Context: an optimization exercise on an open-source flow, tuned for small area, a short achievable clock period and few clock cycles per item. The choices shown serve that exercise and are no tape-out recipe. At most, simulation tests tie the RTL to the original design; equivalence was not proved. For run 1, only the layout was checked, not whether the RTL still works. No activity file was given, so power comes from the tool's default toggle rates.

--- flow/design.v ---
module tdn2_div #(
    parameter integer STEPS = 4             
) (
    input  wire        clk,
    input  wire        clr,                 
    input  wire        restart,             
    input  wire [15:0] meas,
    input  wire [15:0] divisor,
    output wire        done,
    output wire [16:0] quotient
);
    localparam integer NC = 16 / STEPS;
    localparam integer CW = (NC > 1) ? $clog2(NC + 1) : 1;
    reg        pend;                         
    reg [CW-1:0] cnt;                        
    reg [15:0] rem;
    reg [16:0] q;
    assign done     = !pend && (cnt == {CW{1'b0}});
    assign quotient = q;
    wire [16:0] ld_diff = {1'b0, meas} - {1'b0, divisor};
    wire        ld_ge   = !ld_diff[16];
    wire        ld_sat  = ({1'b0, meas} >= {divisor, 1'b0});
    wire        ld_zero = (divisor == 16'd0);
    reg [15:0]       r;
    reg [16:0]       trial;
    reg [17:0]       diff;
    reg [STEPS-1:0]  qb;
    integer i;
    always @(*) begin
        r = rem;
        for (i = 0; i < STEPS; i = i + 1) begin
            trial = {r, 1'b0};
            diff  = {1'b0, trial} - {2'b00, divisor};
            qb[STEPS-1-i] = !diff[17];
            r = diff[17] ? trial[15:0] : diff[15:0];
        end
    end
    always @(posedge clk) begin
        if (clr) begin
            pend <= 1'b0;
            cnt  <= {CW{1'b0}};
            q    <= 17'd65535;
        end else if (restart) begin
            pend <= 1'b1;
            cnt  <= {CW{1'b0}};
        end else if (pend) begin
            pend <= 1'b0;
            if (ld_zero) begin
                q   <= 17'd65535;
            end else if (ld_sat) begin
                q   <= 17'h1FFFF;
            end else begin
                q   <= {16'd0, ld_ge};
                rem <= ld_ge ? ld_diff[15:0] : meas;
                cnt <= NC;
            end
        end else if (cnt != {CW{1'b0}}) begin
            cnt <= cnt - 1'b1;
            rem <= r;
            q   <= {q[16-STEPS:0], qb};
        end
    end
endmodule
module tdn2_acc (
    input  wire        clk,
    input  wire        rst,           
    input  wire        cmd_valid,
    output wire        cmd_ready,
    input  wire [23:0] cmd,
    input  wire        btn,           
    output reg         rsp_valid,
    output reg  [1:0]  rsp_status,
    output reg  [15:0] rsp_data,
    output reg         rly_auto,
    output reg         rly_dir,
    output reg         drv_pwr
);
    localparam [2:0]  GUST_WINDOW    = 3'd5;
    localparam [2:0]  WATER_ALM_TIME = 3'd4;
    localparam [6:0]  FOUR_HOURS     = 7'd100;
    localparam [15:0] POT_DELTA      = 16'd1000;
    localparam [15:0] THR_BIAS       = 16'd1000;
    localparam [15:0] THR_STEP       = 16'd1000;
    localparam [15:0] THR_MARGIN     = 16'd5000;
    localparam [2:0]  T_RELAY_SETTLE = 3'd2;
    localparam [2:0]  T_TRAVEL_UP    = 3'd6;
    localparam [2:0]  T_TRAVEL_DOWN  = 3'd4;
    localparam [2:0]  T_POST_SETTLE  = 3'd2;
    localparam [3:0]  WDG_ACK_RELOAD = 4'd12;
    localparam        DIR_UP_LEVEL   = 1'b1;
    localparam [2:0] OP_NOP = 3'd0, OP_SAMPLE = 3'd1, OP_RDFILT = 3'd2, OP_TICK1S = 3'd3,
                     OP_MOVE = 3'd4, OP_STEP = 3'd5, OP_WDGACK = 3'd6, OP_RDSTAT = 3'd7;
    localparam [1:0] ST_OK = 2'd0, ST_BUSY = 2'd1, ST_ILLEGAL = 2'd2;
    localparam [2:0] SQ_IDLE = 3'd0, SQ_SETTLE1 = 3'd1, SQ_TRAVEL = 3'd2,
                     SQ_SETTLE2 = 3'd3, SQ_WAITREL = 3'd4;
    localparam [1:0] CONT_NONE = 2'd0, CONT_RAISE = 2'd1, CONT_LOWER = 2'd2;
    localparam [1:0] RES_NONE = 2'd0, RES_COMPLETED = 2'd1, RES_INTERRUPTED = 2'd2;
    reg [15:0] filt0, filt1, filt2, filt3;
    reg [15:0] prev0, prev1;
    reg [2:0]  gt0, gt1;
    reg        gnext;
    reg [15:0] threshold, setpoint, sp_d2, minimum_seen;    
    reg        is_down, is_auto;
    reg [6:0]  auto_down_timer;
    reg [2:0]  water_alarm_count;
    reg [3:0]  alarm_flags;
    reg [2:0]  seq;
    reg [2:0]  seq_cnt;
    reg        seq_dir, seq_pressed;
    reg [1:0]  seq_cont, last_result;
    reg [3:0]  wdg_ack;
    reg        rdy;           
    reg        v1;            
    reg        lg1;           
    reg [2:0]  op1;
    reg [1:0]  ch1;
    reg [15:0] raw1;
    reg        btn1;
    reg        tw;            
    assign cmd_ready = rdy;
    wire accept = cmd_valid && rdy;
    reg legal_in;
    always @(*) begin
        case (cmd[23:20])
            4'd0:    legal_in = (cmd[19:0] == 20'd0);
            4'd1:    legal_in = (cmd[17:16] == 2'd0);
            4'd2:    legal_in = (cmd[17:0] == 18'd0);
            4'd3:    legal_in = (cmd[19:2] == 18'd0);
            4'd4:    legal_in = (cmd[19:1] == 19'd0);
            4'd5:    legal_in = (cmd[19:0] == 20'd0);
            4'd6:    legal_in = (cmd[19:0] == 20'd0);
            4'd7:    legal_in = (cmd[19:5] == 15'd0);
            default: legal_in = 1'b0;
        endcase
    end
    wire busy = (seq != SQ_IDLE);
    wire x_ok = v1 && lg1;
    wire is_sample = x_ok && (op1 == OP_SAMPLE);
    wire is_tick   = x_ok && (op1 == OP_TICK1S);
    wire is_step   = x_ok && (op1 == OP_STEP);
    reg [15:0] y;
    always @(*) begin
        case (ch1)
            2'd0: y = filt0;
            2'd1: y = filt1;
            2'd2: y = filt2;
            default: y = filt3;
        endcase
    end
    wire        fast   = ch1[1];
    wire [15:0] s_prev = ch1[0] ? prev1 : prev0;
    wire [15:0] a_op   = fast ? y : s_prev;
    wire [16:0] pa     = {1'b0, raw1} - {1'b0, a_op};
    wire        neg    = !fast && pa[16];
    wire [19:0] b_op   = fast ? {pa[16], pa, 2'b00} : (neg ? {4'd0, y} : ~{4'd0, y});
    wire [19:0] pb     = {{3{pa[16]}}, pa} + b_op + {19'd0, !fast && !neg};
    wire [9:0]  c_h    = fast ? pb[19:10] : (neg ? {{4{~pb[16]}}, ~pb[16:11]} : {{4{pb[16]}}, pb[16:11]});
    wire        c_in   = neg && (pb[10:0] == 11'd0);
    wire [15:0] s_new  = y + {{6{c_h[9]}}, c_h} + {15'd0, c_in};
    wire        wdg_fire = is_step && !busy && (wdg_ack == 4'd0);
    wire        div_done;
    wire [16:0] wd;
    tdn2_div #(.STEPS(2)) u_div (
        .clk      (clk),
        .clr      (rst || wdg_fire),
        .restart  (is_sample && !ch1[1]),
        .meas     (filt1),
        .divisor  (filt0),
        .done     (div_done),
        .quotient (wd)
    );
    wire [4:0]  idx = raw1[4:0];
    wire [1:0]  n_active = {1'b0, gt0 != 3'd0} + {1'b0, gt1 != 3'd0};
    wire [15:0] status_word = {1'b0, drv_pwr, rly_dir, rly_auto, last_result, seq_cont,
                               seq_pressed, seq_dir, seq, busy, is_auto, is_down};
    wire [15:0] alarm_word  = {9'd0, water_alarm_count, alarm_flags};
    wire [15:0] gust_word   = {7'd0, gnext, 6'd0, n_active};
    reg        rd_ok;
    reg [15:0] rd_val;
    always @(*) begin
        rd_ok  = 1'b1;
        rd_val = 16'd0;
        case (idx)
            5'd0:  rd_val = status_word;
            5'd1:  rd_val = alarm_word;
            5'd2:  rd_val = threshold;
            5'd3:  rd_val = setpoint;
            5'd4:  rd_val = setpoint;
            5'd5:  rd_val = sp_d2;
            5'd6:  rd_val = minimum_seen;
            5'd7:  rd_val = {9'd0, auto_down_timer};
            5'd8:  rd_val = {13'd0, seq_cnt};
            5'd9:  rd_val = {12'd0, wdg_ack};
            5'd10: rd_val = gust_word;
            5'd11: rd_val = prev0;
            5'd12: rd_val = prev1;
            5'd16: rd_val = {13'd0, gt0};
            5'd17: rd_val = {13'd0, gt1};
            default: rd_ok = 1'b0;
        endcase
    end
    localparam [2:0] U_SS2 = 3'd0, U_ST = 3'd1, U_WT = 3'd2, U_WS = 3'd3, U_WM = 3'd4, U_VAL = 3'd5;
    wire t_wp  = raw1[0];
    wire t_bp  = raw1[1];
    wire t_btn = btn1;
    wire [15:0] sp = filt3;
    reg  [4:0]  fv;                       
    reg         f_big, f_tlts, f_tp, f_wp, f_ge5k, f_lt1k, f_ltm;
    wire        tick_here = (is_tick && !busy) || tw;
    wire        tick_app  = tick_here && div_done && (&fv);
    wire        c_bp   = t_bp;                        
    wire        c_down = is_down && !t_bp;            
    wire        c_auto = !is_down && is_auto && !t_bp;  
    reg  [2:0]  u;
    always @(*) begin
        if (tick_app)                     u = U_VAL;
        else if (!fv[0])                  u = U_SS2;
        else if (!fv[1])                  u = U_ST;
        else if (!fv[2])                  u = U_WT;
        else if (!fv[3])                  u = U_WS;
        else                              u = U_WM;
    end
    wire        u_ok = (u == U_SS2) || (u == U_ST) || div_done;    
    wire [15:0] m_sel = f_ltm ? wd[15:0] : minimum_seen;
    reg  [16:0] alu_a, alu_b;
    reg         alu_sub;
    always @(*) begin
        alu_sub = 1'b1;
        alu_a   = {1'b0, sp};
        alu_b   = {1'b0, sp_d2};
        case (u)
            U_SS2: ;
            U_ST:  alu_b = {1'b0, threshold};
            U_WT:  begin alu_a = wd; alu_b = {1'b0, threshold}; end
            U_WS:  begin alu_a = wd; alu_b = {1'b0, sp}; end
            U_WM:  begin alu_a = wd; alu_b = {1'b0, minimum_seen}; end
            default: begin
                if (c_bp) begin
                    alu_a = wd; alu_b = {1'b0, THR_BIAS};
                end else if (c_down) begin
                    alu_sub = 1'b0; alu_a = {1'b0, THR_STEP}; alu_b = {1'b0, threshold};
                end else begin
                    alu_sub = 1'b0; alu_a = {1'b0, sp[15:1], 1'b0}; alu_b = {1'b0, m_sel[15:1], 1'b0};
                end
            end
        endcase
    end
    wire [17:0] alu_r = {1'b0, alu_a} + (alu_sub ? ~{1'b0, alu_b} : {1'b0, alu_b}) + {17'd0, alu_sub};
    wire        r_neg = alu_r[17];
    wire        r_pos = !r_neg && (alu_r[16:0] != 17'd0);
    wire        r_gt1000  = !r_neg && (alu_r[16:0] > 17'd1000);
    wire        r_ltm1000 = r_neg && (alu_r[16:0] < 17'h1FC18);       
    wire        r_ge5000  = !r_neg && (alu_r[16:0] >= {1'b0, THR_MARGIN});
    wire        r_lt1000  = r_neg || (alu_r[16:0] < 17'd1000);
    reg        water_pre, water_alarm, wind_alarm, alarm;
    reg [15:0] n_threshold, n_minimum_seen;
    reg        n_is_down, n_is_auto;
    reg [6:0]  n_auto_down_timer;
    reg [2:0]  n_wac;
    reg [2:0]  n_gt0, n_gt1;
    reg        n_gnext;
    reg [1:0]  act;
    reg        refused;
    reg        start_mv, start_dir;
    reg [1:0]  start_cont;
    always @(*) begin
        n_is_down         = is_down;
        n_is_auto         = is_auto;
        n_wac             = water_alarm_count;
        n_gnext           = gnext;
        n_auto_down_timer = auto_down_timer;
        n_gt0             = gt0;
        n_gt1             = gt1;
        if (t_bp) begin
            n_is_auto = 1'b0;
            n_is_down = 1'b1;
            n_wac     = 3'd0;
            n_gt0     = 3'd0;
            n_gt1     = 3'd0;
            n_gnext   = 1'b0;
        end
        water_pre      = f_wp;
        n_minimum_seen = minimum_seen;
        if (c_bp) begin
            if (wd <= {1'b0, THR_BIAS})  n_threshold = 16'd0;
            else if (f_lt1k)             n_threshold = alu_r[15:0];
            else                         n_threshold = sp;
        end else if (c_down) begin
            n_minimum_seen = 16'hFFFF;
            if (f_big || !f_tlts)        n_threshold = sp;
            else if (!f_ge5k)            n_threshold = threshold;
            else if (f_tp)               n_threshold = alu_r[15:0];
            else                         n_threshold = sp;
        end else if (c_auto) begin
            n_minimum_seen = m_sel;
            n_threshold    = alu_r[16:1];
        end else begin
            n_threshold    = sp;
        end
        if (water_pre)
            n_wac = (n_wac + 3'd1 < WATER_ALM_TIME) ? n_wac + 3'd1 : WATER_ALM_TIME;
        else
            n_wac = 3'd0;
        water_alarm = (n_wac >= WATER_ALM_TIME);
        if (n_gt0 != 3'd0) n_gt0 = n_gt0 - 3'd1;
        if (n_gt1 != 3'd0) n_gt1 = n_gt1 - 3'd1;
        wind_alarm = 1'b0;
        if (t_wp) begin
            if (n_gt0 != 3'd0 && n_gt1 != 3'd0) begin
                wind_alarm = 1'b1;
            end else if (n_gnext == 1'b0) begin
                if (n_gt0 == 3'd0) begin n_gt0 = GUST_WINDOW; n_gnext = 1'b1; end
                else               begin n_gt1 = GUST_WINDOW; n_gnext = 1'b0; end
            end else begin
                if (n_gt1 == 3'd0) begin n_gt1 = GUST_WINDOW; n_gnext = 1'b0; end
                else               begin n_gt0 = GUST_WINDOW; n_gnext = 1'b1; end
            end
        end
        alarm      = water_alarm || wind_alarm;
        act        = 2'd0;
        refused    = 1'b0;
        start_mv   = 1'b0;
        start_dir  = 1'b0;
        start_cont = CONT_NONE;
        if (n_is_down && alarm) begin
            act        = 2'd1;
            start_mv   = 1'b1;
            start_dir  = 1'b1;
            start_cont = CONT_RAISE;
        end else if (!n_is_down && alarm) begin
            n_auto_down_timer = FOUR_HOURS;
        end else if (!n_is_down && n_is_auto) begin
            if (n_auto_down_timer != 7'd0) n_auto_down_timer = n_auto_down_timer - 7'd1;
            if (n_auto_down_timer == 7'd0) begin
                act        = 2'd2;
                start_mv   = 1'b1;
                start_dir  = 1'b0;
                start_cont = CONT_LOWER;
            end
        end
        if (start_mv && t_btn) begin
            refused   = 1'b1;
            n_is_auto = 1'b0;
            n_is_down = 1'b1;
            n_wac     = 3'd0;
            n_gt0     = 3'd0;
            n_gt1     = 3'd0;
            n_gnext   = 1'b0;
        end
    end
    wire [2:0] st_cnt_dec = seq_cnt - 3'd1;
    wire       tick_fin   = (v1 && op1 == OP_TICK1S && !(lg1 && !busy && !tick_app)) ||
                            (tw && tick_app);
    task reset_state;
        begin
            filt0 <= 16'd0; filt1 <= 16'd0; filt2 <= 16'd0; filt3 <= 16'd0;
            prev0             <= 16'd0;
            prev1             <= 16'd0;
            gt0               <= 3'd0;
            gt1               <= 3'd0;
            gnext             <= 1'b0;
            threshold         <= 16'd0;
            setpoint          <= 16'd0;
            sp_d2             <= 16'd0;
            minimum_seen      <= 16'hFFFF;
            is_down           <= 1'b1;
            is_auto           <= 1'b1;
            auto_down_timer   <= 7'd0;
            water_alarm_count <= 3'd0;
            alarm_flags       <= 4'd0;
            seq               <= SQ_IDLE;
            seq_cnt           <= 3'd0;
            seq_dir           <= 1'b0;
            seq_pressed       <= 1'b0;
            seq_cont          <= CONT_NONE;
            last_result       <= RES_NONE;
            rly_auto          <= 1'b0;
            rly_dir           <= 1'b0;
            drv_pwr           <= 1'b0;
            wdg_ack           <= WDG_ACK_RELOAD;
        end
    endtask
    task start_sequence;
        input       dir;
        input [1:0] cont;
        begin
            rly_auto    <= 1'b1;
            rly_dir     <= dir ? DIR_UP_LEVEL : ~DIR_UP_LEVEL;
            seq         <= SQ_SETTLE1;
            seq_cnt     <= T_RELAY_SETTLE;
            seq_dir     <= dir;
            seq_pressed <= 1'b0;
            seq_cont    <= cont;
            last_result <= RES_NONE;
        end
    endtask
    task finish_sequence;
        input [1:0] res;
        begin
            rly_auto    <= 1'b0;
            rly_dir     <= 1'b0;
            drv_pwr     <= 1'b0;
            last_result <= res;
            seq         <= SQ_IDLE;
            seq_cnt     <= 3'd0;
            seq_dir     <= 1'b0;
            seq_pressed <= 1'b0;
            seq_cont    <= CONT_NONE;
            if (seq_cont != CONT_NONE) begin
                if (res == RES_COMPLETED) begin
                    if (seq_cont == CONT_RAISE) begin
                        is_down         <= 1'b0;
                        auto_down_timer <= FOUR_HOURS;
                    end else begin
                        is_down <= 1'b1;
                    end
                end else begin
                    is_auto <= 1'b0;
                    is_down <= 1'b1;
                end
                water_alarm_count <= 3'd0;
                gt0   <= 3'd0;
                gt1   <= 3'd0;
                gnext <= 1'b0;
            end
        end
    endtask
    task respond;
        input [1:0]  st;
        input [15:0] d;
        begin
            rsp_valid  <= 1'b1;
            rsp_status <= st;
            rsp_data   <= d;
        end
    endtask
    wire inv_s  = is_sample && (ch1 == 2'd3);      
    wire inv_wd = is_sample && !ch1[1];            
    always @(posedge clk) begin
        if (rst || wdg_fire) begin
            fv <= 5'd0;
        end else begin
            if (!tick_app && u_ok) begin
                fv[u] <= 1'b1;
                case (u)
                    U_SS2: f_big <= r_gt1000 || r_ltm1000;
                    U_ST:  begin f_tlts <= r_pos; f_tp <= r_gt1000; end
                    U_WT:  f_wp <= r_neg;
                    U_WS:  begin f_ge5k <= r_ge5000; f_lt1k <= r_lt1000; end
                    default: f_ltm <= r_neg;
                endcase
            end
            if (inv_s)    begin fv[U_SS2] <= 1'b0; fv[U_ST] <= 1'b0; fv[U_WS] <= 1'b0; end
            if (inv_wd)   begin fv[U_WT] <= 1'b0; fv[U_WS] <= 1'b0; fv[U_WM] <= 1'b0; end
            if (tick_app) begin fv[U_SS2] <= 1'b0; fv[U_ST] <= 1'b0; fv[U_WT] <= 1'b0; fv[U_WM] <= 1'b0; end
        end
    end
    always @(posedge clk) begin
        op1 <= cmd[22:20];
        ch1 <= cmd[19:18];
        lg1 <= legal_in;
        raw1[15:2] <= cmd[15:2];
        if (rdy) begin
            raw1[1:0] <= cmd[1:0];
            btn1      <= btn;
        end
    end
    always @(posedge clk) begin
        if (rst) begin
            reset_state;
            rdy        <= 1'b1;
            v1         <= 1'b0;
            tw         <= 1'b0;
            rsp_valid  <= 1'b0;
            rsp_status <= ST_OK;
            rsp_data   <= 16'd0;
        end else begin
            rsp_valid <= 1'b0;
            v1        <= accept;
            if (v1 && !lg1) begin
                respond(ST_ILLEGAL, 16'd0);
            end else if (x_ok || tw) begin
                if (tw || op1 == OP_TICK1S) begin
                    if (!tw && busy) begin
                        respond(ST_BUSY, 16'd0);
                    end else if (!tick_app) begin
                        tw <= 1'b1;
                    end else begin
                        tw                <= 1'b0;
                        wdg_ack           <= WDG_ACK_RELOAD;
                        is_down           <= n_is_down;
                        is_auto           <= n_is_auto;
                        water_alarm_count <= n_wac;
                        gt0               <= n_gt0;
                        gt1               <= n_gt1;
                        gnext             <= n_gnext;
                        threshold         <= n_threshold;
                        setpoint          <= sp;
                        sp_d2             <= setpoint;
                        minimum_seen      <= n_minimum_seen;
                        auto_down_timer   <= n_auto_down_timer;
                        alarm_flags       <= {t_wp, water_pre, wind_alarm, water_alarm};
                        if (refused)
                            last_result <= RES_INTERRUPTED;
                        if (start_mv && !refused)
                            start_sequence(start_dir, start_cont);
                        respond(ST_OK, {9'd0, refused, act, t_wp, water_pre, wind_alarm, water_alarm});
                    end
                end else begin
                    case (op1)
                    OP_NOP: respond(ST_OK, 16'd0);
                    OP_SAMPLE: begin
                        case (ch1)
                            2'd0: filt0 <= s_new;
                            2'd1: filt1 <= s_new;
                            2'd2: filt2 <= s_new;
                            default: filt3 <= s_new;
                        endcase
                        if (ch1 == 2'd0) prev0 <= raw1;
                        if (ch1 == 2'd1) prev1 <= raw1;
                        respond(ST_OK, s_new);
                    end
                    OP_RDFILT: respond(ST_OK, y);
                    OP_MOVE: begin
                        if (busy) begin
                            respond(ST_BUSY, 16'd0);
                        end else begin
                            wdg_ack <= WDG_ACK_RELOAD;
                            if (btn1) begin
                                last_result <= RES_INTERRUPTED;
                                respond(ST_OK, {14'd0, RES_INTERRUPTED});
                            end else begin
                                start_sequence(raw1[0], CONT_NONE);
                                respond(ST_OK, 16'd0);
                            end
                        end
                    end
                    OP_STEP: begin
                        if (!busy) begin
                            if (wdg_ack == 4'd0) begin
                                reset_state;
                                respond(ST_OK, 16'h0008);
                            end else begin
                                wdg_ack <= wdg_ack - 4'd1;
                                respond(ST_OK, 16'd0);
                            end
                        end else begin
                            wdg_ack <= WDG_ACK_RELOAD;
                            case (seq)
                            SQ_SETTLE1: begin
                                seq_cnt <= st_cnt_dec;
                                if (st_cnt_dec == 3'd0) begin
                                    drv_pwr <= 1'b1;
                                    seq     <= SQ_TRAVEL;
                                    seq_cnt <= seq_dir ? T_TRAVEL_UP : T_TRAVEL_DOWN;
                                end
                                respond(ST_OK, 16'd0);
                            end
                            SQ_TRAVEL: begin
                                if (btn1) begin
                                    seq_pressed <= 1'b1;
                                    drv_pwr     <= 1'b0;
                                    seq         <= SQ_SETTLE2;
                                    seq_cnt     <= T_POST_SETTLE;
                                end else begin
                                    seq_cnt <= st_cnt_dec;
                                    if (st_cnt_dec == 3'd0) begin
                                        drv_pwr <= 1'b0;
                                        seq     <= SQ_SETTLE2;
                                        seq_cnt <= T_POST_SETTLE;
                                    end
                                end
                                respond(ST_OK, 16'd0);
                            end
                            SQ_SETTLE2: begin
                                seq_cnt <= st_cnt_dec;
                                if (st_cnt_dec == 3'd0) begin
                                    if (!seq_pressed) begin
                                        finish_sequence(RES_COMPLETED);
                                        respond(ST_OK, 16'h0005);
                                    end else if (!btn1) begin
                                        finish_sequence(RES_INTERRUPTED);
                                        respond(ST_OK, 16'h0006);
                                    end else begin
                                        seq <= SQ_WAITREL;
                                        respond(ST_OK, 16'd0);
                                    end
                                end else begin
                                    respond(ST_OK, 16'd0);
                                end
                            end
                            default: begin  
                                if (!btn1) begin
                                    finish_sequence(RES_INTERRUPTED);
                                    respond(ST_OK, 16'h0006);
                                end else begin
                                    respond(ST_OK, 16'd0);
                                end
                            end
                            endcase
                        end
                    end
                    OP_WDGACK: begin
                        wdg_ack <= WDG_ACK_RELOAD;
                        respond(ST_OK, 16'd0);
                    end
                    default: begin  
                        if (rd_ok) respond(ST_OK, rd_val);
                        else       respond(ST_ILLEGAL, 16'd0);
                    end
                    endcase
                end
            end
            if (accept && cmd[23:20] == 4'd3)
                rdy <= 1'b0;
            else if (tick_fin)
                rdy <= 1'b1;
        end
    end
endmodule
--- flow/run.sh ---
#!/bin/bash
# synth_recipe.tcl (not shown) runs the flow's synth.tcl, then flattens the netlist and writes it again
# the make line also repeats each setting of config.mk as NAME=value (left out here)
make -C /OpenROAD-flow-scripts/flow DESIGN_CONFIG=/design/flow/config.mk WORK_HOME=/design/flow/orfs CLKGATE_MAP_FILE= SYNTH_SCRIPT=/design/flow/synth_recipe.tcl finish
--- flow/config.mk ---
export PLATFORM = sky130hd
export DESIGN_NAME = tdn2_acc
export DESIGN_NICKNAME = tdn2_acc
export VERILOG_FILES = /design/flow/design.v
export SDC_FILE = /design/flow/constraint.sdc
export NUM_CORES = 4
export LEC_CHECK = 0
export CAP_MARGIN = 20
export CORE_MARGIN = 2
export CORE_UTILIZATION = 40
export SLEW_MARGIN = 20
--- flow/constraint.sdc ---
create_clock -name core_clock -period 12.0 [get_ports {clk}]
set_input_delay 2.4000 -clock core_clock [delete_from_list [all_inputs] [get_ports {clk}]]
set_output_delay 2.4000 -clock core_clock [all_outputs]
set_load 0.01 [all_outputs]
==> run_results.csv, run 1 <==
group,metric,value,unit
job,cap_violations,0,
clocking,clkSinkCount,297,
critical_path,r2r-start,"ch1[0]",
critical_path,start_kind,"flip-flop",
critical_path,worstPathArrival,11.04,ns
place,dp_hpwl,65.1,mm
global_routing,overflow,0,
critical_path,path_max_fanout,38,
place,place_area,0.0238,mm2
global_routing,grt_max_degree,86,
finish,post-route-util,0.443,
clocking,cts.clk_slew.worst_paths,0.06,ns
sta,setup_violations,0,
die,ioPinCount,51,
synth,synthTopCellsByArea,"dfxtp_1 24%, ha_1 8.3%, a21oi_1 6.9%, nand2_1 5.9%, o21ai_0 5.1%",
die,die_w,242,um
critical_path,crit_family,"compound AO/OA/AOI/OAI gates",
finish,final_nets,3124,
synth,netlist.area_leader.share,0.239,
synth,synth_area_leader_cell,"dfxtp_1",
critical_path,critPathBufInv,4,
sta,slew_violations,0,
synth,synth_edf_count,26,
finish,syn_to_final_growth,9.83,%
route,vias,23400,
route,remaining_drc_errors,0,
sta,fin_setup_tns,0,ns
synth,syn_area,0.0227,mm2
critical_path,crit_required,12.46,ns
global_routing,grt_pass1_vias,21800,
hold_path,hp-start,"filt2[5]",
synth,yosysSeqAreaShare,0.274,
synth,avgSynthCellArea,7.58,um2
route,ant_nets,0,
clocking,cts_tree,"built",
clocking,post-cts-setup-buffers,0,
clocking,clock_path_buffers,3,
pwr,leakage,9.31,nW
critical_path,cp-end-kind,"flip-flop",
pwr,p_per_area,210,mW/mm2
critical_path,reg2reg_depth,38,
route,wirelength,86.0,mm
sta,worst_pin_slew,1.17,ns
critical_path,cp_slowest_stage_delay,0.91,ns
global_routing,grt_pass1_wl,130,mm
synth,syn_inst,2992,
sta,fmax,94.5,MHz
die,die_y,242,um
pwr,ir_drop,120,uV
synth,synth.yosys.warnings,2,
clocking,cts-root-buf,"clkbuf_16",
finish,drive_gt1_frac,0.0520,
synth,ys_types,88,
die,start_util,0.404,
synth,async_flop_share,0,
route,vias_per_cell,6.28,
clocking,clk_latency,0.58,ns
die,dieArea,0.0586,mm2
hold_path,min_path_type,"flip-flop to flip-flop",
global_routing,track_usage,0.282,
sta,rsz0062_at_grt,"false",
sta,maxSlewHeadroom,0.220,
route,routedWlPerCell,23.1,um
die,coreArea,0.0562,mm2
finish,num-fill-cells,5700,
synth,synth_ff_type,"dfxtp_1",
die,rows,87,
sta,clock_skew,0.0366,ns
route,dr.pass1.iters,10,
clocking,cts-resized-gates,0,
critical_path,worstSetupStartpoint,"ch1[0]",
global_routing,antenna_found_initial,0,
hold_path,hold_depth,2,
sta,fin_crit_sh,0.881,
critical_path,crit_top_cell,"a21oi_1",
clocking,holdBufCountCts,0,
run_status,status,"no timing/DRC/antenna violations",
sta,min_period,10.58,ns
synth,syn-num-nets,3178,
synth,synth_seq_cells,297,
critical_path,path_depth,38,
route,drtIter0Drc,3017,
finish,fin_area,0.0249,mm2
clocking,cts_buffers,35,
critical_path,crit_type,"flip-flop to flip-flop",
sta,hold_viol,0,
critical_path,crit_path_top_delay_cell,"dfxtp_2",
clocking,htreeDepth,2,
place,port_buffers,50,
pwr,finalPower,5.23,mW
place,place_congestion,0.975,
finish,diodes,0,
-- placed cells by master, fill, tap and decap left out, drive strengths merged, types with 17 or more instances in the layout --
| cell type | Yosys | layout |
|---|---|---|
| a211oi | 29 | 29 |
| a21o | 61 | 61 |
| a21oi | 313 | 313 |
| a221oi | 17 | 17 |
| a222oi | 39 | 39 |
| a22o | 17 | 17 |
| a22oi | 80 | 80 |
| a31oi | 23 | 23 |
| buf | 18 | 40 |
| clkbuf | 162 | 48 |
| clkdlybuf4s50 | 0 | 49 |
| dfxtp | 271 | 271 |
| edfxtp | 26 | 26 |
| ha | 150 | 150 |
| inv | 96 | 98 |
| mux2 | 17 | 17 |
| mux2i | 86 | 86 |
| nand2 | 357 | 357 |
| nand2b | 37 | 37 |
| nand3 | 68 | 68 |
| nor2 | 294 | 294 |
| nor2b | 34 | 34 |
| nor3 | 66 | 66 |
| nor4 | 19 | 19 |
| o21a | 22 | 22 |
| o21ai | 239 | 239 |
| o21bai | 23 | 23 |
| o22ai | 28 | 28 |
| or3 | 30 | 30 |
| xnor2 | 82 | 82 |
| xor2 | 47 | 47 |
-- cell usage after synthesis, types with 16 or more instances --
library cell  count
nand2_1         357
a21oi_1         311
nor2_1          294
dfxtp_1         271
o21ai_0         230
clkbuf_1        162
ha_1            150
inv_1            95
mux2i_1          86
xnor2_1          82
a22oi_1          80
nand3_1          68
nor3_1           66
a21o_1           61
xor2_1           47
a222oi_1         39
nand2b_1         37
nor2b_1          34
or3_1            30
a211oi_1         28
o22ai_1          28
edfxtp_1         26
a31oi_1          23
o21bai_1         23
o21a_1           22
a22o_1           17
nor4_1           17
a221oi_1         16
a32oi_1          16
mux2_2           16
nand3b_1         16
nand4_1          16
-- registers in the layout, indices dropped and copies added, names as in the netlist, 16 cells and up --
register and count:
prev1 16, raw1 16, filt0 16, u_div.q 17, threshold 16, minimum_seen 16
filt1 16, rsp_data 16, u_div.rem 16, filt3 16, sp_d2 16, filt2 16
setpoint 16, prev0 16
-- cell families after synthesis --
group	after synthesis	synth area share
AOI/OAI and AO/OA	1021	0.290
and+or+nand+nor	1006	0.203
DFF	297	0.274
buffers and inverters	276	0.0461
adders and majority gates	159	0.0903
xor gates and xnor gates	130	0.0508
muxes	103	0.0466
-- metal layers --
layer  global-route usage  routed length (um)  vias up
li1                     -                   -    10800
met1                0.378               36300    11100
met2                0.444               37400     1196
met3               0.0442                7770      239
met4                0.131                4470        0
met5                    0                   0        -
-- through the flow --
| stage | std cells | worst slack, ns | hold slack (ns) |
|---|---|---|---|
| after floorplan | 2992 | 2.10 | 0.431 |
| after detailed placement | 3657 | 1.55 | 0.446 |
| final | 3719 | 1.42 | 0.458 |
| after global routing | 3719 | 0.650 | 0.479 |
| after CTS | 3719 | 1.52 | 0.454 |
| after global placement | 3657 | 1.80 | 0.439 |
-- power breakdown --
group          internal, mW  switching [mW]  leakage [nW]
Sequential             1.14           0.110          2.44
Clock                 0.625           0.472         0.553
Combinational          1.11            1.77          6.32
-- worst paths after layout --
check	endpoint	slack, ns
worst max register to register	filt2[15]	1.42
worst min-delay path	filt2[5]	0.46
worst max-delay path	filt2[15]	1.42
worst min register to register	filt2[5]	0.46
-- layout make-up --
type	count	area, um2	share of cell area
multi-input cells	2419	15400	0.621
flip-flops and latches	297	6210	0.249
clock buffers	48	987	0.0397
well taps	756	946	0.0380
repair buffers	89	795	0.0319
inverters	96	360	0.0145
clock inverters	14	149	0.00598
-- worst register-to-register path, delay by kind of cell, from the launching register on --
family | cells | cell delay [ns]
xor+xnor | 2 | 0.52
flops | 1 | 0.91
compound gates | 22 | 4.88
buf+inv | 4 | 0.97
fa+ha+maj | 5 | 1.82
mux | 1 | 0.44
simple gates | 4 | 0.94
==> inputs of run 2 (changes only) <==
--- a/flow/design.v
+++ b/flow/design.v
@@ -1,40 +1,71 @@
 module tdn2_div #(
-    parameter integer STEPS = 4             
+    parameter integer STEPS = 2             
 ) (
     input  wire        clk,
     input  wire        clr,                 
     input  wire        restart,             
     input  wire [15:0] meas,
     input  wire [15:0] divisor,
+    input  wire [15:0] k_t,
+    input  wire [15:0] k_m,
     output wire        done,
-    output wire [16:0] quotient
+    output wire [16:0] quotient,
+    output wire        fin,
+    output reg         lt_t,
+    output reg         lt_m
 );
-    localparam integer NC = 16 / STEPS;
-    localparam integer CW = (NC > 1) ? $clog2(NC + 1) : 1;
-    reg        pend;                         
-    reg [CW-1:0] cnt;                        
-    reg [15:0] rem;
-    reg [16:0] q;
+    localparam integer NL = (STEPS < 2) ? 2 : STEPS;     
+    localparam integer NC = (16 + NL) / STEPS;           
+    localparam integer CW = $clog2(NC + 1);
+    reg              pend;                  
+    reg [CW-1:0]     cnt;                   
+    reg [15:0]       rem;
+    reg [16:0]       q;
+    reg              ct_lt, ct_gt, cm_lt, cm_gt;    
     assign done     = !pend && (cnt == {CW{1'b0}});
     assign quotient = q;
-    wire [16:0] ld_diff = {1'b0, meas} - {1'b0, divisor};
-    wire        ld_ge   = !ld_diff[16];
-    wire        ld_sat  = ({1'b0, meas} >= {divisor, 1'b0});
-    wire        ld_zero = (divisor == 16'd0);
-    reg [15:0]       r;
-    reg [16:0]       trial;
-    reg [17:0]       diff;
-    reg [STEPS-1:0]  qb;
-    integer i;
+    wire [CW-1:0] cyc = pend ? {CW{1'b0}} : (NC[CW-1:0] - cnt);    
+    reg [15:0]      r;
+    reg [16:0]      trial;
+    reg [17:0]      diff;
+    reg [STEPS-1:0] qb;
+    reg             sat;
+    reg             tl, tg, ml, mg, kt, km;
+    integer i, k, pos;
     always @(*) begin
-        r = rem;
+        r   = pend ? (meas >> NL) : rem;
+        sat = 1'b0;
+        tl  = !pend && ct_lt;
+        tg  = !pend && ct_gt;
+        ml  = !pend && cm_lt;
+        mg  = !pend && cm_gt;
         for (i = 0; i < STEPS; i = i + 1) begin
             trial = {r, 1'b0};
+            if (STEPS == 1) begin
+                if (cyc == 0) trial[0] = meas[1];
+                if (cyc == 1) trial[0] = meas[0];
+            end else if (pend) begin
+                trial[0] = meas[NL-1-i];
+            end
             diff  = {1'b0, trial} - {2'b00, divisor};
             qb[STEPS-1-i] = !diff[17];
+            if (!diff[17] && ((STEPS == 1) ? (cyc == 0) : (pend && i < NL - 1)))
+                sat = 1'b1;
             r = diff[17] ? trial[15:0] : diff[15:0];
+            pos = 16 + NL - 1 - (cyc * STEPS + i);
+            if (pos <= 16) begin
+                kt = (pos == 16) ? 1'b0 : k_t[pos[3:0]];
+                km = (pos == 16) ? 1'b0 : k_m[pos[3:0]];
+                if (!tl && !tg) begin tl = !qb[STEPS-1-i] && kt; tg = qb[STEPS-1-i] && !kt; end
+                if (!ml && !mg) begin ml = !qb[STEPS-1-i] && km; mg = qb[STEPS-1-i] && !km; end
+            end
         end
+        lt_t = tl && !(pend && (divisor == 16'd0 || sat));
+        lt_m = ml && !(pend && (divisor == 16'd0 || sat));
     end
+    wire active = pend || (cnt != {CW{1'b0}});
+    assign fin  = !clr && !restart && active &&
+                  (pend ? (divisor == 16'd0 || sat || NC == 1) : (cnt == 1));
     always @(posedge clk) begin
         if (clr) begin
             pend <= 1'b0;
@@ -43,21 +74,19 @@
         end else if (restart) begin
             pend <= 1'b1;
             cnt  <= {CW{1'b0}};
-        end else if (pend) begin
+        end else if (pend || cnt != {CW{1'b0}}) begin
             pend <= 1'b0;
-            if (ld_zero) begin
+            rem  <= r;
+            q    <= {q[16-STEPS:0], qb};
+            ct_lt <= tl; ct_gt <= tg; cm_lt <= ml; cm_gt <= mg;
+            cnt  <= pend ? NC[CW-1:0] - 1'b1 : cnt - 1'b1;
+            if (pend && divisor == 16'd0) begin
                 q   <= 17'd65535;
-            end else if (ld_sat) begin
+                cnt <= {CW{1'b0}};
+            end else if (sat) begin
                 q   <= 17'h1FFFF;
-            end else begin
-                q   <= {16'd0, ld_ge};
-                rem <= ld_ge ? ld_diff[15:0] : meas;
-                cnt <= NC;
-            end
-        end else if (cnt != {CW{1'b0}}) begin
-            cnt <= cnt - 1'b1;
-            rem <= r;
-            q   <= {q[16-STEPS:0], qb};
+                cnt <= {CW{1'b0}};
+            end
         end
     end
 endmodule
@@ -114,9 +143,10 @@
     reg        lg1;           
     reg [2:0]  op1;
     reg [1:0]  ch1;
-    reg [15:0] raw1;
+    reg [19:0] x1;            
     reg        btn1;
     reg        tw;            
+    reg        t_wp, t_bp, t_btn;
     assign cmd_ready = rdy;
     wire accept = cmd_valid && rdy;
     reg legal_in;
@@ -136,7 +166,6 @@
     wire busy = (seq != SQ_IDLE);
     wire x_ok = v1 && lg1;
     wire is_sample = x_ok && (op1 == OP_SAMPLE);
-    wire is_tick   = x_ok && (op1 == OP_TICK1S);
     wire is_step   = x_ok && (op1 == OP_STEP);
     reg [15:0] y;
     always @(*) begin
@@ -147,18 +176,16 @@
             default: y = filt3;
         endcase
     end
-    wire        fast   = ch1[1];
-    wire [15:0] s_prev = ch1[0] ? prev1 : prev0;
-    wire [15:0] a_op   = fast ? y : s_prev;
-    wire [16:0] pa     = {1'b0, raw1} - {1'b0, a_op};
-    wire        neg    = !fast && pa[16];
-    wire [19:0] b_op   = fast ? {pa[16], pa, 2'b00} : (neg ? {4'd0, y} : ~{4'd0, y});
-    wire [19:0] pb     = {{3{pa[16]}}, pa} + b_op + {19'd0, !fast && !neg};
-    wire [9:0]  c_h    = fast ? pb[19:10] : (neg ? {{4{~pb[16]}}, ~pb[16:11]} : {{4{pb[16]}}, pb[16:11]});
-    wire        c_in   = neg && (pb[10:0] == 11'd0);
-    wire [15:0] s_new  = y + {{6{c_h[9]}}, c_h} + {15'd0, c_in};
+    wire        fast  = ch1[1];
+    wire        p_neg = x1[16];
+    wire [26:0] o2    = fast ? ~{8'd0, y, 3'd0} : ~{11'd0, y};
+    wire [26:0] o3    = fast ? ~{10'd0, y, 1'b0} : 27'd0;
+    wire [26:0] o4    = fast ? {7'd0, x1} : {11'd0, x1[15:0] ^ {16{p_neg}}};
+    wire [26:0] o5    = fast ? 27'd2 : {25'd0, p_neg, !p_neg};
+    wire [26:0] s_acc = {y, 11'd0} + o2 + o3 + o4 + o5;
+    wire [15:0] s_new = s_acc[26:11];
     wire        wdg_fire = is_step && !busy && (wdg_ack == 4'd0);
-    wire        div_done;
+    wire        div_done, div_fin, div_lt_t, div_lt_m;
     wire [16:0] wd;
     tdn2_div #(.STEPS(2)) u_div (
         .clk      (clk),
@@ -166,10 +193,15 @@
         .restart  (is_sample && !ch1[1]),
         .meas     (filt1),
         .divisor  (filt0),
+        .k_t      (threshold),
+        .k_m      (minimum_seen),
         .done     (div_done),
-        .quotient (wd)
+        .quotient (wd),
+        .fin      (div_fin),
+        .lt_t     (div_lt_t),
+        .lt_m     (div_lt_m)
     );
-    wire [4:0]  idx = raw1[4:0];
+    wire [4:0]  idx = x1[4:0];
     wire [1:0]  n_active = {1'b0, gt0 != 3'd0} + {1'b0, gt1 != 3'd0};
     wire [15:0] status_word = {1'b0, drv_pwr, rly_dir, rly_auto, last_result, seq_cont,
                                seq_pressed, seq_dir, seq, busy, is_auto, is_down};
@@ -200,14 +232,12 @@
         endcase
     end
     localparam [2:0] U_SS2 = 3'd0, U_ST = 3'd1, U_WT = 3'd2, U_WS = 3'd3, U_WM = 3'd4, U_VAL = 3'd5;
-    wire t_wp  = raw1[0];
-    wire t_bp  = raw1[1];
-    wire t_btn = btn1;
     wire [15:0] sp = filt3;
     reg  [4:0]  fv;                       
-    reg         f_big, f_tlts, f_tp, f_wp, f_ge5k, f_lt1k, f_ltm;
-    wire        tick_here = (is_tick && !busy) || tw;
-    wire        tick_app  = tick_here && div_done && (&fv);
+    reg         f_big, f_tlts, f_tp, f_wp, f_lt1k, f_ltm;
+    wire        tick_busy = tw && busy;
+    wire        tick_app  = tw && !busy && fv[U_SS2] && fv[U_ST] && fv[U_WT] && fv[U_WM] &&
+                            (fv[U_WS] || !t_bp);
     wire        c_bp   = t_bp;                        
     wire        c_down = is_down && !t_bp;            
     wire        c_auto = !is_down && is_auto && !t_bp;  
@@ -221,6 +251,7 @@
         else                              u = U_WM;
     end
     wire        u_ok = (u == U_SS2) || (u == U_ST) || div_done;    
+    wire [15:0] thr_step = threshold + THR_STEP;
     wire [15:0] m_sel = f_ltm ? wd[15:0] : minimum_seen;
     reg  [16:0] alu_a, alu_b;
     reg         alu_sub;
@@ -238,14 +269,15 @@
                 if (c_bp) begin
                     alu_a = wd; alu_b = {1'b0, THR_BIAS};
                 end else if (c_down) begin
-                    alu_sub = 1'b0; alu_a = {1'b0, THR_STEP}; alu_b = {1'b0, threshold};
+                    alu_a = wd; alu_b = {1'b0, sp};
                 end else begin
                     alu_sub = 1'b0; alu_a = {1'b0, sp[15:1], 1'b0}; alu_b = {1'b0, m_sel[15:1], 1'b0};
                 end
             end
         endcase
     end
-    wire [17:0] alu_r = {1'b0, alu_a} + (alu_sub ? ~{1'b0, alu_b} : {1'b0, alu_b}) + {17'd0, alu_sub};
+    wire [18:0] alu_x = {1'b0, alu_a, 1'b1} + {(alu_sub ? ~{1'b0, alu_b} : {1'b0, alu_b}), alu_sub};
+    wire [17:0] alu_r = alu_x[18:1];
     wire        r_neg = alu_r[17];
     wire        r_pos = !r_neg && (alu_r[16:0] != 17'd0);
     wire        r_gt1000  = !r_neg && (alu_r[16:0] > 17'd1000);
@@ -288,8 +320,8 @@
         end else if (c_down) begin
             n_minimum_seen = 16'hFFFF;
             if (f_big || !f_tlts)        n_threshold = sp;
-            else if (!f_ge5k)            n_threshold = threshold;
-            else if (f_tp)               n_threshold = alu_r[15:0];
+            else if (!r_ge5000)          n_threshold = threshold;
+            else if (f_tp)               n_threshold = thr_step;
             else                         n_threshold = sp;
         end else if (c_auto) begin
             n_minimum_seen = m_sel;
@@ -349,8 +381,6 @@
         end
     end
     wire [2:0] st_cnt_dec = seq_cnt - 3'd1;
-    wire       tick_fin   = (v1 && op1 == OP_TICK1S && !(lg1 && !busy && !tick_app)) ||
-                            (tw && tick_app);
     task reset_state;
         begin
             filt0 <= 16'd0; filt1 <= 16'd0; filt2 <= 16'd0; filt3 <= 16'd0;
@@ -446,23 +476,39 @@
                     U_SS2: f_big <= r_gt1000 || r_ltm1000;
                     U_ST:  begin f_tlts <= r_pos; f_tp <= r_gt1000; end
                     U_WT:  f_wp <= r_neg;
-                    U_WS:  begin f_ge5k <= r_ge5000; f_lt1k <= r_lt1000; end
+                    U_WS:  f_lt1k <= r_lt1000;
                     default: f_ltm <= r_neg;
                 endcase
             end
+            if (div_fin) begin
+                fv[U_WT] <= 1'b1; f_wp  <= div_lt_t;
+                fv[U_WM] <= 1'b1; f_ltm <= div_lt_m;
+            end
             if (inv_s)    begin fv[U_SS2] <= 1'b0; fv[U_ST] <= 1'b0; fv[U_WS] <= 1'b0; end
             if (inv_wd)   begin fv[U_WT] <= 1'b0; fv[U_WS] <= 1'b0; fv[U_WM] <= 1'b0; end
             if (tick_app) begin fv[U_SS2] <= 1'b0; fv[U_ST] <= 1'b0; fv[U_WT] <= 1'b0; fv[U_WM] <= 1'b0; end
         end
     end
+    wire [3:0]  op_in   = cmd[23:20];
+    wire [15:0] raw_in  = cmd[15:0];
+    wire        tick_in = accept && legal_in && (op_in == 4'd3);
+    wire        samp_in = accept && legal_in && (op_in == 4'd1);
+    wire [15:0] prev_in = wdg_fire ? 16'd0 : (cmd[18] ? prev1 : prev0);
+    wire [16:0] p_in    = {1'b0, raw_in} - {1'b0, prev_in};
+    wire [19:0] r10_in  = {1'b0, raw_in, 3'd0} + {3'd0, raw_in, 1'b0};
     always @(posedge clk) begin
-        op1 <= cmd[22:20];
-        ch1 <= cmd[19:18];
-        lg1 <= legal_in;
-        raw1[15:2] <= cmd[15:2];
-        if (rdy) begin
-            raw1[1:0] <= cmd[1:0];
-            btn1      <= btn;
+        op1  <= op_in[2:0];
+        ch1  <= cmd[19:18];
+        lg1  <= legal_in;
+        btn1 <= btn;
+        if (op_in == 4'd1)
+            x1 <= cmd[19] ? r10_in : {3'd0, p_in};
+        else
+            x1 <= {4'd0, raw_in};
+        if (tick_in) begin
+            t_wp  <= cmd[0];
+            t_bp  <= cmd[1];
+            t_btn <= btn;
         end
     end
     always @(posedge clk) begin
@@ -476,16 +522,11 @@
             rsp_data   <= 16'd0;
         end else begin
             rsp_valid <= 1'b0;
-            v1        <= accept;
-            if (v1 && !lg1) begin
-                respond(ST_ILLEGAL, 16'd0);
-            end else if (x_ok || tw) begin
-                if (tw || op1 == OP_TICK1S) begin
-                    if (!tw && busy) begin
-                        respond(ST_BUSY, 16'd0);
-                    end else if (!tick_app) begin
-                        tw <= 1'b1;
-                    end else begin
+            v1        <= accept && !tick_in;
+            if (tick_busy) begin
+                tw <= 1'b0;
+                respond(ST_BUSY, 16'd0);
+            end else if (tick_app) begin
                         tw                <= 1'b0;
                         wdg_ack           <= WDG_ACK_RELOAD;
                         is_down           <= n_is_down;
@@ -505,8 +546,10 @@
                         if (start_mv && !refused)
                             start_sequence(start_dir, start_cont);
                         respond(ST_OK, {9'd0, refused, act, t_wp, water_pre, wind_alarm, water_alarm});
-                    end
-                end else begin
+            end else if (v1 && !lg1) begin
+                respond(ST_ILLEGAL, 16'd0);
+            end else if (v1) begin
+                begin
                     case (op1)
                     OP_NOP: respond(ST_OK, 16'd0);
                     OP_SAMPLE: begin
@@ -516,8 +559,6 @@
                             2'd2: filt2 <= s_new;
                             default: filt3 <= s_new;
                         endcase
-                        if (ch1 == 2'd0) prev0 <= raw1;
-                        if (ch1 == 2'd1) prev1 <= raw1;
                         respond(ST_OK, s_new);
                     end
                     OP_RDFILT: respond(ST_OK, y);
@@ -530,7 +571,7 @@
                                 last_result <= RES_INTERRUPTED;
                                 respond(ST_OK, {14'd0, RES_INTERRUPTED});
                             end else begin
-                                start_sequence(raw1[0], CONT_NONE);
+                                start_sequence(x1[0], CONT_NONE);
                                 respond(ST_OK, 16'd0);
                             end
                         end
@@ -611,10 +652,16 @@
                     endcase
                 end
             end
-            if (accept && cmd[23:20] == 4'd3)
+            if (tick_in) begin
+                tw  <= 1'b1;
                 rdy <= 1'b0;
-            else if (tick_fin)
+            end else if (tick_busy || tick_app) begin
                 rdy <= 1'b1;
+            end
+            if (samp_in && !cmd[19]) begin
+                if (cmd[18]) prev1 <= raw_in;
+                else         prev0 <= raw_in;
+            end
         end
     end
 endmodule
==> flow/flow/run.sh (new file) <==
#!/bin/bash
# The standard layout (standard.sh: ORFS from synthesis to the final
# layout), with the timing repair after placement, CTS and global routing
# aiming at 4.5 ns instead of the 12 ns clock period, so that the layout
# gets as fast as the logic allows. Everything else is the standard flow.
set -euo pipefail
bash standard.sh SETUP_SLACK_MARGIN=7.5 finish > standard.log 2>&1
==> flow/standard.sh (new file) <==
#!/bin/bash
# synth_recipe.tcl (not shown) runs the flow's synth.tcl, then flattens the netlist and writes it again
# the make line also repeats each setting of config.mk as NAME=value (left out here)
make -C /OpenROAD-flow-scripts/flow DESIGN_CONFIG=/design/flow/config.mk WORK_HOME=/design/flow/orfs CLKGATE_MAP_FILE= SYNTH_SCRIPT=/design/flow/synth_recipe.tcl "${@:-finish}"
--- a/flow/config.mk
+++ b/flow/config.mk
@@ -7,5 +7,7 @@
 export LEC_CHECK = 0
 export CAP_MARGIN = 20
 export CORE_MARGIN = 2
-export CORE_UTILIZATION = 40
+export CORE_UTILIZATION = 55
+export SETUP_SLACK_MARGIN = 5
 export SLEW_MARGIN = 20
+export TNS_END_PERCENT = 100
removed: flow/run.sh
==> run_results.csv, run 2 <==
group,metric,value,unit
route,vias_per_cell,6.87,
finish,drive_gt1_frac,0.245,
pwr,p_per_area,205,mW/mm2
critical_path,cp_slowest_stage_delay,0.70,ns
clocking,clkSinkCount,307,
die,ioPinCount,51,
die,start_util,0.556,
sta,setup_ws,6.56,ns
clocking,cts_tree,"built",
global_routing,track_usage,0.419,
route,wirelength,101,mm
critical_path,cp_cell_sequence,"buf_16, mux2i_1, a21boi_2, fa_1, inv_1, ha_1, ha_1, a222oi_1, o211ai_1, buf_4, a41oi_4, buf_6, o21ai_4, a21oi_4, o211ai_1, buf_4, xor2_2, buf_6, a22oi_2, nor2_1",
synth,synth_seq_cells,307,
sta,worst_pin_slew,1.14,ns
route,remaining_drc_errors,0,
critical_path,crit_path_top_delay_cell,"mux2i_1",
synth,avgSynthCellArea,7.94,um2
run_status,status,"no timing/DRC/antenna violations",
synth,synth_edf_count,29,
synth,ys_types,85,
clocking,cts-root-buf,"clkbuf_16",
pwr,ir_drop,287,uV
route,ant_nets,0,
route,dr.pass1.iters,8,
finish,fin_area,0.0303,mm2
die,die_y,213,um
pwr,leakage,11.7,nW
clocking,htreeDepth,2,
pwr,finalPower,6.23,mW
die,die_w,213,um
finish,multi_input_area,0.0185,mm2
clocking,cts.clk_slew.worst_paths,0.06,ns
finish,layout_commonest_cell,"nand2_1",
clocking,clk_latency,0.57,ns
finish,num-fill-cells,3311,
sta,fin_setup_tns,0,ns
synth,netlist_top_cells_count,"317 x nand2_1, 315 x nor2_1, 278 x dfxtp_1",
global_routing,grt_pass1_vias,24200,
finish,syn_to_final_growth,26.5,%
sta,min_period,5.44,ns
die,coreArea,0.0431,mm2
global_routing,grt_max_degree,84,
global_routing,grt_pass1_wl,144,mm
critical_path,critPathBufInv,6,
die,rows,76,
global_routing,overflow,0,
place,port_buffers,50,
synth,netlist.area_leader.share,0.232,
sta,setup_violations,0,
synth,synth_area_leader_cell,"dfxtp_1",
finish,final_cell_mix,"294 x nand2_1, 293 x nor2_1, 255 x dfxtp_1, 161 x buf_4, 154 x a21oi_1",
clocking,cts_buffers,38,
synth,synthTopCellsByArea,"dfxtp_1 23%, ha_1 8.5%, nand2_1 5.0%, nor2_1 4.9%, a21oi_1 4.0%",
critical_path,crit_required,12.41,ns
critical_path,worstPathArrival,5.86,ns
sta,slew_violations,0,
sta,rsz0062_at_grt,"true",
route,routedWlPerCell,26.8,um
critical_path,crit_family,"compound AO/OA/AOI/OAI gates",
synth,yosysSeqAreaShare,0.269,
place,place_area,0.0251,mm2
sta,maxSlewHeadroom,0.241,
sta,fin_crit_sh,0.454,
global_routing,antenna_found_initial,4,
synth,synth.yosys.warnings,2,
synth,synth_ff_type,"dfxtp_1",
finish,seq_area,0.00648,mm2
hold_path,min_path_type,"flip-flop to flip-flop",
synth,syn_inst,3019,
synth,syn_area,0.0240,mm2
finish,reg.largest.list,"x1: 20 flops, u_div.q: 17 flops",
place,place_ws,5.27,ns
place,place_congestion,0.987,
sta,fmax,184,MHz
critical_path,path_max_fanout,18,
synth,synth.most_common_cell,"nand2_1",
die,dieArea,0.0452,mm2
synth,async_flop_share,0,
critical_path,start_kind,"flip-flop",
place,dp_hpwl,67.7,mm
sta,fin_hold_ws,0.457,ns
finish,largest-register,"x1",
critical_path,crit_type,"flip-flop to flip-flop",
sta,clock_skew,0.0304,ns
route,drtIter0Drc,3726,
critical_path,cp-end-kind,"flip-flop",
job,cap_violations,0,
route,vias,25900,
sta,hold_viol,0,
synth,syn-num-nets,3242,
finish,final_nets,3378,
clocking,clock_path_buffers,3,
finish,largest_reg_flops,20,
[run 2: changes by cell type after synthesis, moves of 18 or more]
cell / before / now
a22oi_1: 80 / 103
nor3_1: 66 / 96
mux4_2: 0 / 24
mux2_2: 16 / 60
nand2_1: 357 / 317
nor2_1: 294 / 315
a21o_1: 61 / 34
fa_1: 8 / 32
inv_1: 95 / 157
a21oi_1: 311 / 193
a222oi_1: 39 / 21
o21ai_0: 230 / 191
[run 2: cell type report]
class	instances	share of cell area
Sequential cell	307	0.214
Clock buffer	51	0.0371
Clock inverter	19	0.00681
Tap cell	585	0.0241
Timing Repair Buffer	275	0.0866
Multi-Input combinational cell	2373	0.611
Inverter	160	0.0202
Antenna cell	3	0.000248
[run 2: worst paths after layout]
check                                     from             end  slack [ns]  depth (start not counted)
worst max-delay path                    ch1[0]       filt1[13]        6.56                         20
worst min-delay path            alarm_flags[1]  alarm_flags[1]        0.46                          2
worst max register to register          ch1[0]       filt1[13]        6.56                         20
worst min register to register  alarm_flags[1]  alarm_flags[1]        0.46                          2
[run 2: metal layers]
metal | vias up | wire [um] | track usage
met5 | - | 0 | 0
met4 | 0 | 7230 | 0.235
met3 | 479 | 11300 | 0.0863
met2 | 1731 | 43800 | 0.661
met1 | 12500 | 38800 | 0.537
li1 | 11300 | - | -
[run 2: timing repair]
item,CTS,global route
buffers inserted,148,43
gates resized for setup,324,215
cloned,6,0
setup endpoints to repair,142,155
endpoints found under the hold margin,0,0
pin swaps,122,115
hold buffers,0,0
[run 2: per-stage QoR]
stage / std cells / util
after floorplan: 3019 / -
after global placement: 3501 / 0.581
after detailed placement: 3503 / 0.582
after CTS: 3727 / 0.675
after global routing: 3770 / 0.704
final: 3773 / 0.704
[run 2: power breakdown]
| group | leakage (nW) | total (mW) | switching, mW | internal (mW) |
|---|---|---|---|---|
| sequential | 2.53 | 1.22 | 0.0679 | 1.16 |
| combinational | 8.56 | 3.77 | 2.03 | 1.74 |
| clock | 0.657 | 1.23 | 0.498 | 0.730 |
| total | 11.7 | 6.23 | 2.60 | 3.63 |
[run 2: cells by family after synthesis]
group,count (synthesis),synth area share
and+or+nand+nor,1039,0.201
AOI/OAI and AO/OA,851,0.236
buffers and inverters,342,0.0547
DFF,307,0.269
adders and majority gates,195,0.112
muxes,166,0.0850
xor gates and xnor gates,119,0.0435
[run 2: worst min-delay path: stages (launching register included)]
cell,delay [ns]
dfxtp_1,0.31
nand2_1,0.05
a21oi_1,0.05
Testbench counts of run 2, summed over its fixed seeds: cycles 799,672, ops 776,106.
==> inputs of run 3 (changes only) <==
==> flow/run.sh (new file) <==
#!/bin/bash
# synth_recipe.tcl (not shown) runs the flow's synth.tcl, then flattens the netlist and writes it again
# the make line also repeats each setting of config.mk as NAME=value (left out here)
make -C /OpenROAD-flow-scripts/flow DESIGN_CONFIG=/design/flow/config.mk WORK_HOME=/design/flow/orfs CLKGATE_MAP_FILE= SYNTH_SCRIPT=/design/flow/synth_recipe.tcl finish
removed: flow/flow/run.sh
removed: flow/standard.sh
==> run_results.csv, run 3 <==
group,metric,value,unit
run_status,status,"no timing/DRC/antenna violations",
die,rows,76,
finish,largest-register,"x1",
synth,netlist_top_cells_count,"317 x nand2_1, 315 x nor2_1, 278 x dfxtp_1",
place,place_area,0.0248,mm2
clocking,cts_buffers,37,
clocking,cts.clk_slew.worst_paths,0.06,ns
synth,netlist.area_leader.share,0.232,
pwr,power_switching,2.10,mW
synth,syn_inst,3019,
sta,clock_skew,0.0181,ns
route,drtIter0Drc,3203,
finish,final_cell_mix,"317 x nand2_1, 308 x nor2_1, 276 x dfxtp_1, 191 x o21ai_0, 191 x a21oi_1",
place,port_buffers,50,
sta,worst_pin_slew,1.14,ns
critical_path,r2r-end,"threshold[8]",
synth,synth.most_common_cell,"nand2_1",
hold_path,hold_end,"filt2[13]",
pwr,intPower,2.82,mW
critical_path,crit_type,"flip-flop to flip-flop",
die,dieArea,0.0452,mm2
pwr,p_per_area,188,mW/mm2
synth,synth_area_leader_cell,"dfxtp_1",
pwr,leakage,10.1,nW
route,wirelength,89.3,mm
sta,fin_setup_tns,0,ns
sta,rsz0062_at_grt,"true",
critical_path,path_max_fanout,57,
synth,syn-num-nets,3242,
critical_path,worstSetupStartpoint,"t_bp",
route,vias,24200,
critical_path,reg2reg_depth,26,
global_routing,grt_pass1_wl,135,mm
sta,min_period,6.59,ns
pwr,power.share.clock,0.236,
clocking,cts_tree,"built",
sta,maxSlewHeadroom,0.232,
route,ant_nets,0,
route,routedWlPerCell,25.0,um
synth,yosysSeqAreaShare,0.269,
sta,hold_viol,0,
die,coreArea,0.0431,mm2
finish,seq_area,0.00644,mm2
synth,synth_edf_count,29,
clocking,clk_latency,0.57,ns
route,dr.pass1.iters,8,
finish,reg.largest.list,"x1: 20 flops, u_div.q: 17 flops",
finish,final_nets,3188,
synth,synth_seq_cells,307,
pwr,pwr-share-seq,0.247,
synth,ys_types,85,
sta,fmax,152,MHz
finish,multi_input_area,0.0163,mm2
sta,slew_violations,0,
global_routing,grt_max_degree,64,
critical_path,r2r_slack,5.41,ns
place,place_congestion,1.04,
route,remaining_drc_errors,0,
critical_path,worstPathArrival,7.06,ns
finish,num-fill-cells,3911,
critical_path,cp-end-kind,"flip-flop",
place,dp_hpwl,65.5,mm
clocking,htreeDepth,2,
sta,fin_crit_sh,0.549,
global_routing,grt_pass1_vias,22400,
synth,synth.yosys.warnings,2,
pwr,combPwrFrac,0.516,
die,start_util,0.556,
clocking,clock_path_buffers,3,
finish,syn_to_final_growth,9.09,%
clocking,clkSinkCount,307,
clocking,holdBufCountCts,0,
route,vias_per_cell,6.75,
synth,synth_ff_type,"dfxtp_1",
die,die_w,213,um
global_routing,antenna_found_initial,3,
finish,drive_gt1_frac,0.0805,
critical_path,start_kind,"flip-flop",
hold_path,hold_depth,2,
synth,synthTopCellsByArea,"dfxtp_1 23%, ha_1 8.5%, nand2_1 5.0%, nor2_1 4.9%, a21oi_1 4.0%",
critical_path,r2r-start,"t_bp",
synth,syn_area,0.0240,mm2
finish,largest_reg_flops,20,
hold_path,hp-start,"filt2[13]",
finish,fin_area,0.0261,mm2
hold_path,min_path_type,"flip-flop to flip-flop",
synth,avgSynthCellArea,7.94,um2
clocking,cts-root-buf,"clkbuf_16",
global_routing,track_usage,0.392,
die,ioPinCount,51,
finish,layout_commonest_cell,"nand2_1",
pwr,swShare,0.427,
die,die_y,213,um
pwr,ir_drop,220,uV
sta,setup_violations,0,
global_routing,overflow,0,
place,place_inst,3506,
critical_path,crit_required,12.47,ns
synth,async_flop_share,0,
job,cap_violations,0,
finish,fin_cells,3580,
==> run 3: through the flow <==
| stage | utilization | power (mW) | worst slack [ns] | hold WS (ns) |
|---|---|---|---|---|
| 6_report | 0.607 | 4.92 | 5.41 | 0.462 |
| 3_3_place_gp | 0.575 | 3.56 | 4.32 | 0.438 |
| 2_1_floorplan | - | 3.05 | 5.35 | 0.429 |
| 5_1_grt | 0.607 | 5.20 | 4.99 | 0.484 |
| 4_1_cts | 0.605 | 4.83 | 5.12 | 0.459 |
| 3_5_place_dp | 0.575 | 3.63 | 4.16 | 0.452 |
==> run 3: logic make-up (layout without fill, tap and decap cells) <==
logic type,Yosys count,count (layout),synth area share
xor gates and xnor gates,119,119,0.0435
adders and majority gates,195,195,0.112
AOI/OAI and AO/OA,851,852,0.236
muxes,166,166,0.0850
other,0,1,0
and+or+nand+nor,1039,1039,0.201
buffers and inverters,342,316,0.0547
DFF,307,307,0.269
==> run 3: metal layers <==
metal,vias to the layer above,GRT usage,share of wire
li1,10900,-,-
met1,11500,0.529,0.41
met2,1481,0.603,0.43
met3,283,0.0738,0.11
met4,4,0.189,0.056
met5,-,0,0.00027
==> run 3: worst max-delay path by stage <==
stage / endpoint / slack (ns)
after CTS: threshold[7] / 5.12
after global routing: threshold[7] / 4.99
after detailed placement: threshold[7] / 4.16
after floorplan: threshold[10] / 5.35
final: threshold[8] / 5.41
after global placement: threshold[15] / 4.32
==> run 3: area by class of cell <==
class	count	area share
multi-input cells	2371	0.625
flip-flops and latches	307	0.246
clock buffers	51	0.0410
repair buffers	88	0.0307
well taps	585	0.0280
inverters	160	0.0231
clock inverters	17	0.00608
diodes	1	0.0000957
==> run 3: power by group through the flow <==
stage / sequential [mW] / combinational [mW] / clock, mW
6_report: 1.22 / 2.54 / 1.16
5_1_grt: 1.22 / 2.77 / 1.21
4_1_cts: 1.21 / 2.45 / 1.17
3_5_place_dp: 1.23 / 2.40 / 0
3_3_place_gp: 1.24 / 2.33 / 0
2_1_floorplan: 1.20 / 1.85 / 0
==> run 3: timing repair <==
item | CTS | global route
gates cloned | 1 | 0
setup endpoints to repair | 42 | 43
setup buffers | 3 | 1
gates resized for setup | 4 | 14
pin swaps | 2 | 1
hold endpoints to repair | 0 | 0
==> run 3: critical path: stages (launching register included) <==
cell	delay [ns]
edfxtp_1	0.35
clkbuf_8	0.35
nand2b_1	0.15
nand4_1	0.11
buf_4	0.34
nand3_1	0.12
a21oi_1	0.30
inv_1	0.08
ha_1	0.25
nor2_1	0.24
nand2_1	0.14
a21o_1	0.42
nor3_1	0.25
a31oi_1	0.10
xnor2_1	0.26
ha_1	0.36
a21oi_1	0.18
o21bai_1	0.08
a21oi_1	0.27
o32ai_1	0.14
a311oi_2	0.34
a21oi_1	0.15
xor2_1	0.20
or4_4	0.60
o31ai_4	0.23
buf_12	0.20
mux2i_1	0.23

what the ideal ports hide:
The results above use ideal ports. As a check the final layouts listed here were re-extracted and re-timed, cells and wires unchanged.
Step 1: set_driving_cell puts a clkbuf_16 on clk and a buf_2 on each other input, an assumption about the parent block.
Step 2 adds t to the input delays and takes it off the output delays; t is the mean of the earliest and latest rising clock arrival at the registers after step 1. Input paths then give back, and output paths get back, about the clock's delay inside the block.
Three values: ideal, step 1, step 2; two values: the first two.
run | t (ns) | slack for setup (ns) | latest minus earliest clock arrival (ns) | worst register clock-pin slew, ns
run 1 | 0.622 | 1.423 / 1.423 / 1.423 | 0.038 / 0.038 | 0.08 / 0.08
run 2 | 0.613 | 6.556 / 6.556 / 6.556 | 0.031 / 0.031 | 0.07 / 0.07
run 3 | 0.615 | 5.411 / 5.411 / 5.411 | 0.021 / 0.021 | 0.06 / 0.06
After both steps setup and hold are still met in every run listed.
